Source: an optimization exercise on an open RTL-to-GDS flow (aim: small area, a short achievable clock period and few clock cycles per item). Production flows keep margins and buffers that such runs may drop. The RTL was checked by simulation tests, not by an equivalence proof against the original design. No activity file was given, so power comes from the tool's default toggle rates.

==> constraint.sdc <==
create_clock -name core_clock -period 13.0 [get_ports {clk}]
set_input_delay 2.6000 -clock core_clock [delete_from_list [all_inputs] [get_ports {clk}]]
set_output_delay 2.6000 -clock core_clock [all_outputs]
set_load 0.01 [all_outputs]
==> design.v <==
module sdr_cbuild (
    input  wire        clk,
    input  wire        rst,          
    input  wire        start,        
    input  wire        qam,          
    input  wire [15:0] arg,          
    output reg         busy,
    output reg         done,         
    output reg  [7:0]  err,          
    output reg  [31:0] cinfo,        
    output reg         clut_we,
    output reg  [7:0]  clut_waddr,
    output wire [31:0] clut_wdata
);
    reg         st_chk, st_setup, st_half, st_write;
    reg         flip_r;      
    reg         col_r;       
    reg         mode;        
    reg  [8:0]  m;           
    reg         big;         
    reg  [7:0]  R1;          
    reg  [8:0]  R2;          
    reg  [1:0]  p1, p2;      
    reg  [33:0] q;           
    reg  [35:0] acc;         
    reg  [15:0] vB, vBn;     
    reg  [7:0]  a;           
    reg  [3:0]  b;           
    assign clut_wdata = {acc[34:19], vB};
    wire accept = start & ~busy;
    wire even   = ~m[0];     
    reg  [4:0] k_lut;
    reg        sq_lut;
    reg  [7:0] a0_lut;       
    always @(*) begin
        sq_lut = 1'b1;
        case (m)
        9'd4:   begin k_lut = 5'd2;  a0_lut = 8'd3;   end
        9'd9:   begin k_lut = 5'd3;  a0_lut = 8'd4;   end
        9'd16:  begin k_lut = 5'd4;  a0_lut = 8'd10;  end
        9'd25:  begin k_lut = 5'd5;  a0_lut = 8'd12;  end
        9'd36:  begin k_lut = 5'd6;  a0_lut = 8'd21;  end
        9'd49:  begin k_lut = 5'd7;  a0_lut = 8'd24;  end
        9'd64:  begin k_lut = 5'd8;  a0_lut = 8'd36;  end
        9'd81:  begin k_lut = 5'd9;  a0_lut = 8'd40;  end
        9'd100: begin k_lut = 5'd10; a0_lut = 8'd55;  end
        9'd121: begin k_lut = 5'd11; a0_lut = 8'd60;  end
        9'd144: begin k_lut = 5'd12; a0_lut = 8'd78;  end
        9'd169: begin k_lut = 5'd13; a0_lut = 8'd84;  end
        9'd196: begin k_lut = 5'd14; a0_lut = 8'd105; end
        9'd225: begin k_lut = 5'd15; a0_lut = 8'd112; end
        9'd256: begin k_lut = 5'd16; a0_lut = 8'd136; end
        default: begin k_lut = 5'd0; a0_lut = 8'd0; sq_lut = 1'b0; end
        endcase
    end
    wire [8:0] n_lev = mode ? {4'd0, k_lut} : m;    
    wire [7:0] nm1   = n_lev[7:0] - 8'd1;           
    wire [7:0] c0    = n_lev[8:1];                  
    wire [7:0] c0m1  = c0 - 8'd1;
    wire e_zero = ~big & (m == 9'd0);
    wire e_one  = ~big & (m == 9'd1);
    wire e_big  = big | (m[8] & (|m[7:0]));
    wire e_sq   = mode & ~sq_lut;
    wire fail   = e_zero | e_one | e_big | e_sq;
    wire [7:0] err_code = e_zero ? 8'h11 : e_one ? 8'h21 : e_big ? 8'h31 :
                          e_sq ? 8'h41 : 8'h00;
    wire        pow2 = (m & (m - 9'd1)) == 9'd0;
    reg  [3:0]  log2m;
    integer     j;
    always @(*) begin
        log2m = 4'd0;
        for (j = 0; j < 9; j = j + 1)
            if (m[j]) log2m = j[3:0];
    end
    wire [9:0] d1a  = {1'b0, R1, 1'b1} - {1'b0, m};        
    wire       g1a  = ~d1a[9];
    wire [7:0] r1a  = g1a ? d1a[7:0] : {R1[6:0], 1'b0};
    wire [9:0] d1b  = {1'b0, r1a, 1'b1} - {1'b0, m};
    wire       g1b  = ~d1b[9];
    wire [7:0] r1b  = g1b ? d1b[7:0] : {r1a[6:0], 1'b0};
    wire [9:0]  d2n  = mode ? ~10'd2 : ~{1'b0, m};         
    wire [9:0]  t2a  = {R2, p1[1]};
    wire [10:0] s2a  = {1'b0, t2a} + {1'b0, d2n} + {10'd0, mode};
    wire        g2a  = s2a[10];
    wire [8:0]  r2a  = g2a ? s2a[8:0] : t2a[8:0];
    wire [9:0]  t2b  = {r2a, p1[0]};
    wire [10:0] s2b  = {1'b0, t2b} + {1'b0, d2n} + {10'd0, mode};
    wire        g2b  = s2b[10];
    wire [8:0]  r2b  = g2b ? s2b[8:0] : t2b[8:0];
    wire        sgn     = acc[35];
    wire        flip_w  = flip_r & ~st_setup & ~st_half;
    wire [35:0] add_a   = st_setup ? {acc[33:0], p2} :
                          st_half  ? ({2'b0, q} & {36{even}}) :
                                     (acc ^ {36{flip_w}});
    wire [35:0] add_b   = st_setup ? (sgn ? {q, 2'b11} : ~{q, 2'b01}) :
                          st_half  ? 36'h40000 :
                          flip_w   ? 36'h80000 : {1'b0, q, 1'b1};
    wire        add_c   = st_setup ? ~sgn : st_half ? even : 1'b1;
    wire [35:0] sum     = add_a + add_b + {35'd0, add_c};
    wire [3:0]  b_nx    = (b == nm1[3:0]) ? 4'd0 : b + 4'd1;    
    wire        cap     = (a == {4'd0, b_nx});                  
    wire        last    = col_r & (~mode | (b == c0m1[3:0]));
    wire [7:0]  a_inc   = a + 8'd1;
    wire [7:0]  a_next  = st_chk  ? {5'b11011, 3'd0} + (m <= 9'd13 ? 8'd5 :
                                     m <= 9'd49 ? 8'd6 : m <= 9'd193 ? 8'd7 : 8'd8) :
                          st_half ? c0 :
                          (st_write & flip_r) ? 8'd0 : a_inc;
    wire [3:0]  b_next  = (st_write & col_r & mode) ? b_nx : b;
    wire        last_nx = (a_next == c0m1) & (~mode | (b_next == c0m1[3:0]));
    wire [7:0]  addr_inc = (~mode | (col_r & (b == nm1[3:0]))) ? 8'd0 : {3'd0, k_lut};
    wire [7:0]  addr_nx  = flip_r ? {4'd0, b} :
                           clut_waddr + addr_inc + {7'd0, ~mode | col_r};
    wire        setup_last = st_setup & (a == 8'd255);
    always @(posedge clk) begin
        if (rst) begin
            st_chk   <= 1'b0;
            st_setup <= 1'b0;
            st_half  <= 1'b0;
            st_write <= 1'b0;
            busy     <= 1'b0;
            done     <= 1'b0;
            err      <= 8'd0;
            cinfo    <= 32'd0;
            clut_we  <= 1'b0;
        end else begin
            st_chk   <= accept;
            st_setup <= (st_chk & ~fail) | (st_setup & ~setup_last);
            st_half  <= setup_last;
            st_write <= st_half | (st_write & ~last);
            clut_we  <= st_half | (st_write & ~last);
            done     <= (st_chk & fail) | (st_write & ~last & last_nx);
            if (accept)
                busy <= 1'b1;
            else if ((st_chk & fail) | (st_write & last_nx))
                busy <= 1'b0;
            if (st_chk) begin
                err <= err_code;
                if (!fail)
                    cinfo <= {1'b1, 13'd0, pow2, mode, pow2 ? log2m : 4'd0, 3'd0, m};
            end
        end
    end
    always @(posedge clk) begin
        if (accept) begin
            mode <= qam;
            m    <= arg[8:0];
            big  <= |arg[15:9];
        end
        a <= a_next;
        if (st_chk) begin
            if (m <= 9'd4) begin
                R1 <= (m == 9'd3) ? 8'd1 : 8'd0;
                p1 <= (m == 9'd2) ? 2'd3 : 2'd1;
            end else begin
                p1 <= 2'd0;
                R1 <= (m <= 9'd13) ? 8'd3 : (m <= 9'd49) ? 8'd12 :
                      (m <= 9'd193) ? 8'd48 : 8'd192;
            end
            R2  <= 9'd0;
            p2  <= 2'd0;
        end else begin
            R1  <= r1b;
            p1  <= {g1a, g1b};
            R2  <= r2b;
            p2  <= {g2a, g2b};
        end
        if (st_chk)
            acc <= 36'd0;
        else
            acc <= sum;
        if (st_chk)
            q <= 34'd0;
        else if (st_setup)
            q <= {q[32:0], ~sum[35]};
        if (st_half) begin
            b          <= mode ? c0[3:0] : 4'd0;
            clut_waddr <= mode ? a0_lut : c0;
            vB         <= mode ? sum[34:19] : 16'd0;
        end
        if (st_half | st_write) begin
            flip_r <= (a_next == nm1);
            col_r  <= (a_next == c0m1);
        end
        if (st_write) begin
            clut_waddr <= addr_nx;
            if (mode && cap)
                vBn <= acc[34:19];
            if (mode && col_r) begin
                b  <= b_nx;
                vB <= cap ? acc[34:19] : vBn;
            end
        end
    end
endmodule
==> config.mk <==
export PLATFORM = sky130hd
export DESIGN_NAME = sdr_cbuild
export DESIGN_NICKNAME = sdr_cbuild
export VERILOG_FILES = /design/flow/design.v
export SDC_FILE = /design/flow/constraint.sdc
export NUM_CORES = 4
export LEC_CHECK = 0
export ABC_CLOCK_PERIOD_IN_PS = 5000
export CAP_MARGIN = 20
export CORE_MARGIN = 2
export CORE_UTILIZATION = 40
export SLEW_MARGIN = 20
==> run.sh <==
#!/bin/bash
# synth_recipe.tcl (not shown) runs the flow's synth.tcl, then flattens the netlist and writes it again
# the make line also repeats each setting of config.mk as NAME=value (left out here)
make -C /OpenROAD-flow-scripts/flow DESIGN_CONFIG=/design/flow/config.mk WORK_HOME=/design/flow/orfs CLKGATE_MAP_FILE= SYNTH_SCRIPT=/design/flow/synth_recipe.tcl finish
==> impl_metrics.json, run 1 <==
{
  "synth_edf_count": 37,
  "fin_worst_skew_ns": 0.0113,
  "synth_compound_area_frac": 0.230,
  "htree_levels": 4,
  "period_needed_ns": 5.97,
  "cts_tree": "yes",
  "fin_setup_tns_ns": 0,
  "yosys.area_share.xor_xnor": 0.109,
  "dp_hpwl_um": 25900,
  "cp_common_cell": "nand2_1",
  "crit_path_max_incr_delay_ns": 0.76,
  "io-pin-count": 103,
  "crit_type": "register to register",
  "core_um2": 34300,
  "fin_cells": 2212,
  "fin_crit_sh": 0.459,
  "remaining_drc_errors": 0,
  "gp_congestion": 0.910,
  "path_buf_inv": 1,
  "synth_top_area_share": 0.210,
  "antenna_found_initial": 0,
  "ys_ff_latch": 182,
  "viasPerCell": 5.46,
  "final_common_cell": "nand2_1",
  "worst_pin_slew_ns": 1.07,
  "timing.fmax_ghz": 0.167,
  "r2r_setup_slack_ns": 7.03,
  "yosys.area_share.simple": 0.183,
  "grt_max_degree": 107,
  "cts_setup_buffers": 0,
  "insertion_delay_ns": 0.46,
  "grt_setup_unrepaired": "false",
  "syn_area_um2": 13800,
  "max_cap_violations": 0,
  "vias": 12080,
  "crit_family": "simple AND/OR/NAND/NOR gates",
  "drive_gt1_frac": 0.0484,
  "relSlewSlack": 0.285,
  "grt_use_total": 0.208,
  "synth_area_leader_cell": "dfxtp_1",
  "cts_num_sinks": 182,
  "grt_pass1_vias": 11342,
  "dr.first_iter.drc_count": 898,
  "hp-class": "register to register",
  "synthAdderAreaFrac": 0.0815,
  "synth_warnings": 1,
  "initial_utilization": 0.403,
  "startpoint_type": "register",
  "cts_root_buf": "clkbuf_16",
  "async_flop_share": 0,
  "grt_pass1_wl_um": 60800,
  "cts_inserted_buffers": 17,
  "synth.mux.area_fraction": 0.0287,
  "cp.required_ns": 13.21,
  "holdWs_ns": 0.452,
  "area_growth_pct": 10.6,
  "die_h_um": 190,
  "fin_nets": 1848,
  "die_area_um2": 36000,
  "grt-ovfl-total": 0,
  "power_density_nw_per_um2": 160,
  "ant_nets": 0,
  "crit_arrival_ns": 6.18,
  "yosysSeqAreaShare": 0.291,
  "crit_chain": "or4b_1, a211o_1, o2111ai_1, nand2_1, ha_1, nor2b_1, xnor2_1, nand2_1, o31ai_1, nor2_1, a211oi_2, nand2_1, nand3_1, inv_1, ha_1, nor2b_1, o21ai_0, nand2b_1, a21o_1, a21o_1, nand3_1, xor2_1, o21ai_0, o31a_1",
  "end_kind": "register",
  "dr.pass1.iters": 5,
  "p_leak_uw": 0.00584,
  "status": "finished clean",
  "io_buffers": 82,
  "antennaDiodeCount": 0,
  "setup_viol": 0,
  "vdd_drop_max_v": 0.000124,
  "syn_area_per_cell_um2": 7.87,
  "synth_area_leaders": "dfxtp_1, edfxtp_1, ha_1, a21oi_1, xnor2_1",
  "die_x_um": 190,
  "placedCellCount": 2179,
  "hold_viol": 0,
  "drv_slew": 0,
  "synth_top_family_by_area": "compound AO/OA/AOI/OAI gates",
  "wl_um": 37000,
  "ys.flop_type": "dfxtp_1",
  "cts_resized": 0,
  "worstPathMaxFanout": 24,
  "wire_per_inst_um": 16.7,
  "synth_cell_types": 87,
  "synthCells": 1754,
  "cpMaxStageDelayCell": "edfxtp_1",
  "cts_buffer_depth": 2,
  "clk_pin_slew_ns": 0.07,
  "cts_hold_buf": 0,
  "rows": 68,
  "mostFrequentLayoutCells": "nand2_1, a21oi_1, o21ai_0, dfxtp_1, nor2_1"
}
where the power goes:
| part | switching (µW) | total (µW) | leakage (µW) | internal (µW) |
|---|---|---|---|---|
| clock | 254 | 530 | 0.000283 | 276 |
| combinational | 598 | 1130 | 0.00402 | 536 |
| sequential | 103 | 781 | 0.00154 | 679 |
flip-flops by register name, indices dropped and copies added, names as in the netlist:
signal      flops
acc            36
q              34
cinfo          16
vB             16
vBn            16
R2              9
m               9
R1              8
a               8
clut_waddr      8
b               4
err             4
p1              2
p2              2
big             1
busy            1
col_r           1
done            1
flip_r          1
mode            1
st_chk          1
st_half         1
st_setup        1
st_write        1
worst paths after layout:
| check | startpoint | endpoint | cells after the start |
|---|---|---|---|
| max | m[3] | clut_waddr[7] | 24 |
| min reg2reg | cinfo[14] | cinfo[14] | 2 |
| max reg2reg | m[3] | clut_waddr[7] | 24 |
| min | cinfo[14] | cinfo[14] | 2 |
area by class of cell:
cell class / instances / area (µm²)
clock buffer: 19 / 443
clock inverter: 13 / 140
fill: 3465 / 19000
inverter: 87 / 327
multi-input combinational: 1357 / 8820
sequential: 182 / 4020
tap: 455 / 569
timing repair buffer: 99 / 947
metrics by stage:
step	util	cell area (µm²)	power (µW)	setup WS (ns)
after floorplan	-	13900	1680	7.62
after detailed placement	0.428	14700	1920	7.04
after global placement	0.428	14700	1900	7.08
final	0.445	15300	2450	7.03
after CTS	0.445	15300	2460	7.02
after global routing	0.445	15300	2640	6.37
cells in the mapped netlist (6+ instances only):
cell	instances
o21ai_0	155
xor2_1	76
o31ai_1	12
o22ai_1	17
buf_1	14
mux2i_1	34
nor2_1	130
fa_1	10
inv_1	84
a221oi_1	13
a31oi_1	13
ha_1	74
or3_1	9
edfxtp_1	37
or2_2	8
o211ai_1	6
nand2_1	180
a21o_1	48
xnor2_1	93
o21bai_1	8
a22oi_1	6
nand2b_1	50
dfxtp_1	145
and3_1	14
nand3_1	25
nand4_1	15
clkbuf_1	84
nor2b_1	32
nor3_1	15
nor4_1	10
o21a_1	8
a211oi_1	20
buf_2	8
a21oi_1	175
buf_4	38
kinds of logic after synthesis:
logic type,after synthesis
other,1
xor gates and xnor gates,170
DFF,182
muxes,39
and+or+nand+nor,520
adders and majority gates,84
AOI/OAI and AO/OA,524
buffers and inverters,234
worst min-delay path: stages (launching register included):
cell,delay [ns]
dfxtp_1,0.31
nand2_1,0.05
a21oi_1,0.05
per-layer routing:
layer,GRT usage,part of all wire,vias up
met5,0,0,-
met4,0.0540,0.014,0
met3,0.0336,0.049,37
met2,0.321,0.44,317
met1,0.302,0.50,5658
li1,-,-,6068
Testbench counts, summed over its fixed seeds: cycles 13,570, builds 96.
==> run 2: changes to the inputs <==
--- a/config.mk
+++ b/config.mk
@@ -5,7 +5,7 @@
 export SDC_FILE = /design/flow/constraint.sdc
 export NUM_CORES = 4
 export LEC_CHECK = 0
-export ABC_CLOCK_PERIOD_IN_PS = 5000
+export ABC_CLOCK_PERIOD_IN_PS = 3500
 export CAP_MARGIN = 20
 export CORE_MARGIN = 2
 export CORE_UTILIZATION = 40
==> run 2 against run 1 <==
Via count is the same. Count of clock-buffer cells in the layout is the same. Utilization is the same. Critical path type unchanged. Die area is the same. Largest power group unchanged. Synthesized area is the same. Critical path depth is the same.
==> impl_metrics.json, run 2 <==
{
  "cp.required_ns": 13.21,
  "reg_top3": "acc x36, q x34",
  "fin_crit_sh": 0.459,
  "crit_chain": "or4b_1, a211o_1, o2111ai_1, nand2_1, ha_1, nor2b_1, xnor2_1, nand2_1, o31ai_1, nor2_1, a211oi_2, nand2_1, nand3_1, inv_1, ha_1, nor2b_1, o21ai_0, nand2b_1, a21o_1, a21o_1, nand3_1, xor2_1, o21ai_0, o31a_1",
  "cts_tree": "yes",
  "rows": 68,
  "cpMaxStageDelayCell": "edfxtp_1",
  "initial_utilization": 0.403,
  "wl_um": 37000,
  "grt-ovfl-total": 0,
  "wire_per_inst_um": 16.7,
  "synth_edf_count": 37,
  "fin_nets": 1848,
  "p_leak_uw": 0.00584,
  "ys_ff_latch": 182,
  "ant_nets": 0,
  "remaining_drc_errors": 0,
  "cts_root_buf": "clkbuf_16",
  "synth_warnings": 1,
  "async_flop_share": 0,
  "cts_resized": 0,
  "gp_congestion": 0.910,
  "n_fill_cell": 3465,
  "die_area_um2": 36000,
  "setup_viol": 0,
  "worstPathMaxFanout": 24,
  "syn_area_per_cell_um2": 7.87,
  "synth_compound_area_frac": 0.230,
  "yosys.area_share.simple": 0.183,
  "fin_setup_tns_ns": 0,
  "crit_type": "register to register",
  "synthCells": 1754,
  "grt_pass1_vias": 11342,
  "cts_buffer_depth": 2,
  "htree_levels": 4,
  "power_density_nw_per_um2": 160,
  "vias": 12080,
  "synth_top_area_share": 0.210,
  "grt_use_total": 0.208,
  "antennaDiodeCount": 0,
  "synth.most_common_cell": "nand2_1",
  "crit_path_max_incr_delay_ns": 0.76,
  "drive_gt1_frac": 0.0484,
  "dp_hpwl_um": 25900,
  "cts_hold_buf": 0,
  "ys.flop_type": "dfxtp_1",
  "r2r_setup_slack_ns": 7.03,
  "io_buffers": 82,
  "multi_input_area_um2": 8820,
  "yosys.area_share.xor_xnor": 0.109,
  "cts_setup_buffers": 0,
  "holdWs_ns": 0.452,
  "viasPerCell": 5.46,
  "hp-class": "register to register",
  "synth_area_leader_cell": "dfxtp_1",
  "vdd_drop_max_v": 0.000124,
  "final-seq-area_um2": 4020,
  "synth.mux.area_fraction": 0.0287,
  "cts_num_sinks": 182,
  "status": "finished clean",
  "synthAdderAreaFrac": 0.0815,
  "mostFrequentLayoutCells": "nand2_1, a21oi_1, o21ai_0, dfxtp_1, nor2_1",
  "synth_cell_types": 87,
  "period_needed_ns": 5.97,
  "timing.fmax_ghz": 0.167,
  "grt_pass1_wl_um": 60800,
  "syn_area_um2": 13800,
  "ys_top_cells_by_count": "nand2_1, a21oi_1, o21ai_0",
  "largest_register_ffs": 36,
  "regMostFlops": "acc",
  "synth_top_family_by_area": "compound AO/OA/AOI/OAI gates",
  "final_common_cell": "nand2_1",
  "antenna_found_initial": 0,
  "cts_inserted_buffers": 17,
  "startpoint_type": "register",
  "max_cap_violations": 0,
  "grt_max_degree": 107,
  "grt_setup_unrepaired": "false",
  "dr.pass1.iters": 5,
  "crit_arrival_ns": 6.18,
  "worst_pin_slew_ns": 1.07,
  "drv_slew": 0,
  "yosysSeqAreaShare": 0.291,
  "crit_family": "simple AND/OR/NAND/NOR gates",
  "synth_area_leaders": "dfxtp_1, edfxtp_1, ha_1, a21oi_1, xnor2_1",
  "cp_common_cell": "nand2_1",
  "relSlewSlack": 0.285,
  "clk_pin_slew_ns": 0.07,
  "die_x_um": 190,
  "insertion_delay_ns": 0.46,
  "fin_worst_skew_ns": 0.0113,
  "dr.first_iter.drc_count": 898,
  "path_buf_inv": 1,
  "die_h_um": 190,
  "end_kind": "register",
  "core_um2": 34300,
  "area_growth_pct": 10.6,
  "hold_viol": 0,
  "io-pin-count": 103
}
-- run 2: cell counts in the layout (fill, tap and decap cells not counted) --
Identical to the previous run, type by type.
-- run 2: path summary, 6_finish.rpt --
| check | cells past startpoint | end | startpoint |
|---|---|---|---|
| setup / recovery | 24 | clut_waddr[7] | m[3] |
| hold / removal | 2 | cinfo[14] | cinfo[14] |
| setup reg to reg | 24 | clut_waddr[7] | m[3] |
| hold reg to reg | 2 | cinfo[14] | cinfo[14] |
-- run 2: cell type report --
cell class	instances	share of cell area
well taps	455	0.0373
multi-input cells	1357	0.578
clock buffers	19	0.0290
clock inverters	13	0.00918
repair buffers	99	0.0620
flip-flops and latches	182	0.263
inverters	87	0.0214
-- run 2: cell families (layout without fill, tap and decap cells) --
kind of cell / Yosys count / after routing
DFF: 182 / 182
AOI/OAI and AO/OA: 524 / 524
other: 1 / 20
and+or+nand+nor: 520 / 520
xor gates and xnor gates: 170 / 170
buffers and inverters: 234 / 218
adders and majority gates: 84 / 84
muxes: 39 / 39
-- run 2: per-stage QoR --
step / worst slack (ns) / area [µm²] / std cells / utilization / total power, µW
detailed placement: 7.04 / 14700 / 2179 / 0.428 / 1920
global route: 6.37 / 15300 / 2212 / 0.445 / 2640
CTS: 7.02 / 15300 / 2211 / 0.445 / 2460
finish: 7.03 / 15300 / 2212 / 0.445 / 2450
global placement: 7.08 / 14700 / 2179 / 0.428 / 1900
floorplan: 7.62 / 13900 / 1773 / - / 1680
-- run 2: layer usage --
metal / share of wire / wire [µm] / track usage / vias to the layer above
met5: 0 / 0 / 0 / -
met4: 0.014 / 533 / 0.0540 / 0
met3: 0.049 / 1820 / 0.0336 / 37
met2: 0.44 / 16200 / 0.321 / 317
met1: 0.50 / 18400 / 0.302 / 5658
li1: - / - / - / 6068
-- run 2: worst reg2reg max path, delay by kind of cell, from the launching register on --
kind            cells  cell delay [ns]
simple gates       10             2.12
xor+xnor            2             0.34
flops               1             0.76
buf+inv             1             0.06
compound gates      9             1.76
fa+ha+maj           2             0.69
-- run 2: power breakdown --
group / total (µW) / leakage, µW / switching [µW] / internal [µW]
Combinational: 1130 / 0.00402 / 598 / 536
Sequential: 781 / 0.00154 / 103 / 679
Clock: 530 / 0.000283 / 254 / 276
==> run 3: changes to the inputs <==
--- a/config.mk
+++ b/config.mk
@@ -5,7 +5,6 @@
 export SDC_FILE = /design/flow/constraint.sdc
 export NUM_CORES = 4
 export LEC_CHECK = 0
-export ABC_CLOCK_PERIOD_IN_PS = 3500
 export CAP_MARGIN = 20
 export CORE_MARGIN = 2
 export CORE_UTILIZATION = 40
==> run 3 against run 2 <==
Via count is the same. Still clean on timing, DRC and antenna. Flip-flop and latch count is the same. Largest power group unchanged. Global-route usage is the same. Sequential power is essentially flat. Die area is the same. Maximum frequency is the same. Power is the same.
==> impl_metrics.json, run 3 <==
{
  "ant_nets": 0,
  "grt_max_degree": 107,
  "initial_utilization": 0.403,
  "mostFrequentLayoutCells": "nand2_1, a21oi_1, o21ai_0, dfxtp_1, nor2_1",
  "synth_edf_count": 37,
  "n_fill_cell": 3465,
  "p_leak_uw": 0.00584,
  "rows": 68,
  "async_flop_share": 0,
  "antenna_found_initial": 0,
  "met3_usage": 0.0336,
  "insertion_delay_ns": 0.46,
  "vias": 12080,
  "ys.flop_type": "dfxtp_1",
  "synthCells": 1754,
  "ys_top_cells_by_count": "nand2_1, a21oi_1, o21ai_0",
  "reg_top3": "acc x36, q x34",
  "grt_pass1_wl_um": 60800,
  "hold_depth": 2,
  "worstPathMaxFanout": 24,
  "fin_worst_skew_ns": 0.0113,
  "remaining_drc_errors": 0,
  "hold_viol": 0,
  "cts_buffer_depth": 2,
  "busiest_layer": "met2",
  "synth_area_leaders": "dfxtp_1, edfxtp_1, ha_1, a21oi_1, xnor2_1",
  "clk_pin_slew_ns": 0.07,
  "fin_nets": 1848,
  "viasPerCell": 5.46,
  "cts_tree": "yes",
  "cts_root_buf": "clkbuf_16",
  "final_common_cell": "nand2_1",
  "yosysSeqAreaShare": 0.291,
  "placedCellCount": 2179,
  "fin_setup_tns_ns": 0,
  "status": "finished clean",
  "dp_hpwl_um": 25900,
  "io-pin-count": 103,
  "design_power_total_uw": 2450,
  "r2r_setup_slack_ns": 7.03,
  "crit_type": "register to register",
  "hp-class": "register to register",
  "htree_levels": 4,
  "period_needed_ns": 5.97,
  "timing.fmax_ghz": 0.167,
  "cp.required_ns": 13.21,
  "grt_use_total": 0.208,
  "setup_viol": 0,
  "io_buffers": 82,
  "cts_num_sinks": 182,
  "fin_util": 0.445,
  "largest_register_ffs": 36,
  "relSlewSlack": 0.285,
  "vdd_drop_max_v": 0.000124,
  "end_kind": "register",
  "area_growth_pct": 10.6,
  "core_um2": 34300,
  "dr.pass1.iters": 5,
  "cts_resized": 0,
  "gp_congestion": 0.910,
  "cts_inserted_buffers": 17,
  "synth_area_leader_cell": "dfxtp_1",
  "use_met1": 0.302,
  "cts_hold_buf": 0,
  "power_density_nw_per_um2": 160,
  "final_cell_area_um2": 15300,
  "dr.first_iter.drc_count": 898,
  "drv_slew": 0,
  "synth_warnings": 1,
  "grt-ovfl-total": 0,
  "max_cap_violations": 0,
  "die_x_um": 190,
  "syn_area_um2": 13800,
  "antennaDiodeCount": 0,
  "die_area_um2": 36000,
  "syn_area_per_cell_um2": 7.87,
  "grt_setup_unrepaired": "false",
  "regMostFlops": "acc",
  "grt_pass1_vias": 11342,
  "cts_setup_buffers": 0,
  "fin_cells": 2212,
  "wire_per_inst_um": 16.7,
  "ys_ff_latch": 182,
  "startpoint_type": "register",
  "die_h_um": 190,
  "placed_area_um2": 14700,
  "synth_cell_types": 87,
  "fin_crit_sh": 0.459,
  "worst_pin_slew_ns": 1.07,
  "synth.most_common_cell": "nand2_1",
  "grt.met2_usage": 0.321,
  "crit_arrival_ns": 6.18,
  "wl_um": 37000,
  "synth_top_area_share": 0.210,
  "drive_gt1_frac": 0.0484,
  "reg2regPathDepth": 24
}
-- run 3: cell counts in the layout (fill, tap and decap cells not counted) --
No cell type changed its count.
-- run 3: metrics by stage --
stage | hold slack (ns) | worst slack [ns]
floorplan | 0.469 | 7.62
global placement | 0.442 | 7.08
detailed placement | 0.445 | 7.04
CTS | 0.455 | 7.02
global route | 0.479 | 6.37
finish | 0.452 | 7.03
-- run 3: final timing paths --
path              from            end
min          cinfo[14]      cinfo[14]
max reg2reg       m[3]  clut_waddr[7]
min reg2reg  cinfo[14]      cinfo[14]
max               m[3]  clut_waddr[7]
-- run 3: per-layer routing --
layer	routed length, µm	part of all wire	vias up
met5	0	0	-
met4	533	0.014	0
met1	18400	0.50	5658
met3	1820	0.049	37
li1	-	-	6068
met2	16200	0.44	317
-- run 3: layout make-up --
class	instances	area, µm²	share of cell area
sequential	182	4020	0.263
multi-input combinational	1357	8820	0.578
timing repair buffer	99	947	0.0620
inverter	87	327	0.0214
clock buffer	19	443	0.0290
clock inverter	13	140	0.00918
tap	455	569	0.0373
-- run 3: power breakdown --
| part | leakage (µW) | switching (µW) | internal, µW |
|---|---|---|---|
| Clock | 0.000283 | 254 | 276 |
| Combinational | 0.00402 | 598 | 536 |
| Sequential | 0.00154 | 103 | 679 |
-- run 3: worst max-delay path, stage by stage (launching register included) --
cell and delay [ns]:
edfxtp_1 0.76, or4b_1 0.65, a211o_1 0.31, o2111ai_1 0.16
nand2_1 0.32, ha_1 0.43, nor2b_1 0.19, xnor2_1 0.20
nand2_1 0.08, o31ai_1 0.10, nor2_1 0.15, a211oi_2 0.46
nand2_1 0.21, nand3_1 0.19, inv_1 0.06, ha_1 0.26
nor2b_1 0.13, o21ai_0 0.15, nand2b_1 0.10, a21o_1 0.18
a21o_1 0.19, nand3_1 0.09, xor2_1 0.14, o21ai_0 0.09
o31a_1 0.12
-- run 3: cells by family after synthesis --
| logic type | count (synthesis) | synth area share |
|---|---|---|
| AOI/OAI and AO/OA | 524 | 0.230 |
| xor gates and xnor gates | 170 | 0.109 |
| adders and majority gates | 84 | 0.0815 |
| buffers and inverters | 234 | 0.0769 |
| DFF | 182 | 0.291 |
| muxes | 39 | 0.0287 |
| other | 1 | 0.000272 |
| and+or+nand+nor | 520 | 0.183 |
==> run 4: changes to the inputs <==
==> flow/run.sh (new file) <==
#!/bin/bash
set -euo pipefail
export SETUP_SLACK_MARGIN=${SETUP_MARGIN:-9.0}
bash standard.sh synth > synth.log 2>&1
bash standard.sh > layout.log 2>&1
==> standard.sh (new file) <==
#!/bin/bash
# synth_recipe.tcl (not shown) runs the flow's synth.tcl, then flattens the netlist and writes it again
# the make line also repeats each setting of config.mk as NAME=value (left out here)
make -C /OpenROAD-flow-scripts/flow DESIGN_CONFIG=/design/flow/config.mk WORK_HOME=/design/flow/orfs CLKGATE_MAP_FILE= SYNTH_SCRIPT=/design/flow/synth_recipe.tcl "${@:-finish}"
removed: run.sh
==> run 4 against run 3 <==
Still clean on timing, DRC and antenna. Global-route usage up 3.1 points. Wire length is 18% higher. Worst setup slack improved by 1.1 ns. Worst hold slack better by 0.012 ns. Critical path depth is 2 higher. Synthesized area stayed put. Sequential share of layout area decreased by 3.0 points. Synthesized cell count is the same. Register-to-register slack gained 1.1 ns. Critical path type unchanged.
==> impl_metrics.json, run 4 <==
{
  "fin_crit_sh": 0.375,
  "worstPathMaxFanout": 10,
  "period_needed_ns": 4.87,
  "vias": 13053,
  "io_buffers": 82,
  "crit_path_max_incr_delay_ns": 0.46,
  "synth_warnings": 1,
  "grt_max_degree": 101,
  "reg2regPathDepth": 26,
  "clk_pin_slew_ns": 0.08,
  "grt_pass1_vias": 12434,
  "wl_um": 43700,
  "ys_ff_latch": 182,
  "status": "finished clean",
  "yosysSeqAreaShare": 0.291,
  "rr_startpoint": "m[7]",
  "regMostFlops": "acc",
  "startpoint_type": "register",
  "synth_area_leader_cell": "dfxtp_1",
  "fin_worst_skew_ns": 0.0187,
  "yosys.area_share.xor_xnor": 0.109,
  "synth_top_family_by_area": "compound AO/OA/AOI/OAI gates",
  "cts_num_sinks": 182,
  "insertion_delay_ns": 0.47,
  "hold_depth": 2,
  "power_density_nw_per_um2": 161,
  "cp.required_ns": 13.23,
  "synthAdderAreaFrac": 0.0815,
  "multi_input_area_um2": 9400,
  "syn_area_um2": 13800,
  "rows": 68,
  "dp_hpwl_um": 26900,
  "comb_power_share": 0.532,
  "synth_area_leaders": "dfxtp_1, edfxtp_1, ha_1, a21oi_1, xnor2_1",
  "dr.first_iter.drc_count": 1145,
  "timing.fmax_ghz": 0.205,
  "area_growth_pct": 25.9,
  "grt_setup_unrepaired": "true",
  "die_area_um2": 36000,
  "cpMaxStageDelayCell": "edfxtp_1",
  "wire_per_inst_um": 18.6,
  "switchingPower_uw": 1100,
  "p_leak_uw": 0.00706,
  "syn_area_per_cell_um2": 7.87,
  "drive_gt1_frac": 0.173,
  "yosys.area_share.simple": 0.183,
  "grt_use_total": 0.239,
  "sw_frac_of_total": 0.394,
  "gp_congestion": 0.926,
  "fin_nets": 1985,
  "ant_nets": 0,
  "cts_tree": "yes",
  "synth_compound_area_frac": 0.230,
  "pre_cts_slack_ns": 6.85,
  "min-delay-start": "cinfo[15]",
  "ys.flop_type": "dfxtp_1",
  "ys_top_cells_by_count": "nand2_1, a21oi_1, o21ai_0",
  "viasPerCell": 5.56,
  "placed_area_um2": 14900,
  "r2r_setup_slack_ns": 8.13,
  "antenna_found_initial": 1,
  "core_um2": 34300,
  "grt-ovfl-total": 0,
  "synth_edf_count": 37,
  "initial_utilization": 0.403,
  "drv_slew": 0,
  "synth_cell_types": 87,
  "dr.pass1.iters": 5,
  "max_cap_violations": 0,
  "synth_top_area_share": 0.210,
  "cts_root_buf": "clkbuf_16",
  "die_x_um": 190,
  "final_cell_area_um2": 17400,
  "synthCells": 1754,
  "fin_ws_ns": 8.13,
  "mostFrequentLayoutCells": "nand2_1, a21oi_1, o21ai_0, dfxtp_1, nor2_1",
  "crit_arrival_ns": 5.10,
  "holdWs_ns": 0.463,
  "rr_endpoint": "clut_waddr[7]",
  "vdd_drop_max_v": 0.000144,
  "final-seq-area_um2": 4060,
  "p_int_uw": 1690,
  "seqPwrFrac": 0.279,
  "synth.most_common_cell": "nand2_1",
  "relSlewSlack": 0.465,
  "power_frac_clock": 0.189,
  "synth.mux.area_fraction": 0.0287,
  "io-pin-count": 103,
  "async_flop_share": 0,
  "largest_register_ffs": 36,
  "hp-class": "register to register",
  "n_fill_cell": 3296,
  "cts_hold_buf": 0,
  "cts_buffer_depth": 2,
  "htree_levels": 4,
  "hold_viol": 0,
  "final_common_cell": "nand2_1",
  "holdPathEnd": "cinfo[15]",
  "crit_type": "register to register",
  "die_h_um": 190,
  "setup_viol": 0,
  "reg_top3": "acc x36, q x34",
  "worst_pin_slew_ns": 0.800,
  "antennaDiodeCount": 0,
  "fin_setup_tns_ns": 0,
  "cts_inserted_buffers": 17,
  "remaining_drc_errors": 0,
  "grt_pass1_wl_um": 68000,
  "end_kind": "register"
}
[run 4: cell counts after synthesis]
Identical to the previous run, type by type.
[run 4: layout make-up]
type / count / area share
Clock buffer: 19 / 0.0249
Clock inverter: 13 / 0.00784
Inverter: 87 / 0.0217
Multi-Input combinational cell: 1358 / 0.541
Sequential cell: 182 / 0.234
Tap cell: 455 / 0.0327
Timing Repair Buffer: 235 / 0.138
[run 4: metrics by stage]
stage | utilization | total power [µW] | std cells
3_5_place_dp | 0.435 | 1970 | 2180
5_1_grt | 0.507 | 2990 | 2349
4_1_cts | 0.490 | 2650 | 2307
3_3_place_gp | 0.434 | 1930 | 2178
2_1_floorplan | - | 1740 | 1773
6_report | 0.507 | 2800 | 2349
[run 4: worst max path at each step]
stage          startpoint             to  slack, ns
3_3_place_gp         m[0]          R2[4]       6.84
6_report             m[7]  clut_waddr[7]       8.13
2_1_floorplan        m[3]  clut_waddr[7]       8.22
4_1_cts              m[1]  clut_waddr[6]       8.14
5_1_grt              m[5]  clut_waddr[7]       7.90
3_5_place_dp      st_half         vB[13]       6.85
[run 4: repair_timing]
item,CTS,global route
endpoints found under the setup margin,124,91
cloned,8,1
setup buffers,87,41
resized for setup,132,67
pin swaps,60,53
hold endpoints to repair,0,0
[run 4: logic make-up (layout without fill, tap and decap cells)]
group	Yosys count	count (layout)
AO/OA/AOI/OAI	524	525
other	1	20
buffers and inverters	234	354
multiplexers	39	39
flip-flops	182	182
AND/OR/NAND/NOR	520	520
XOR/XNOR	170	170
adder cells (fa/ha/maj)	84	84
[run 4: critical path: cells and delay by family (launching register included)]
family	cells	cell delay [ns]
buf+inv	5	0.62
mux	1	0.18
compound gates	9	1.60
simple gates	8	1.15
xor+xnor	1	0.15
flops	1	0.46
fa+ha+maj	2	0.45
[run 4: layer usage]
metal  part of all wire  up-vias  global-route usage  routed length, µm
met5                  0        -                   0                  0
met2               0.44      443               0.371              19300
met3              0.066       76              0.0483               2860
met4              0.033        0              0.0972               1450
met1               0.46     6186               0.325              20100
li1                   -     6348                   -                  -
[run 4: power groups by stage]
stage	logic (µW)	registers, µW	clock network (µW)
floorplan	994	748	0
global placement	1140	793	0
detailed placement	1170	796	0
CTS	1330	779	540
global route	1640	793	560
finish	1490	781	529

afterwards: timing with drivers on the ports:
No port has a modelled driver above. Below, the same layouts with a new extraction and two added sets of constraints. Step 1 assumes that a clkbuf_16 drives the clock port and a buf_2 every other input. Step 2 also shifts input and output timing later by t, the mid clock arrival at the registers, as if the neighbouring blocks saw the same clock. a / b / c = ideal ports / drivers / drivers and shift; a / b = the first two.
run	t, ns	setup slack, ns	worst setup path after step 2
run 1	0.503	7.029 / 7.029 / 7.029	register to register
run 2	0.503	7.029 / 7.029 / 7.029	register to register
run 3	0.503	7.029 / 7.029 / 7.029	register to register
run 4	0.516	8.130 / 8.130 / 8.130	register to register
After both steps setup and hold are still met in every run listed.
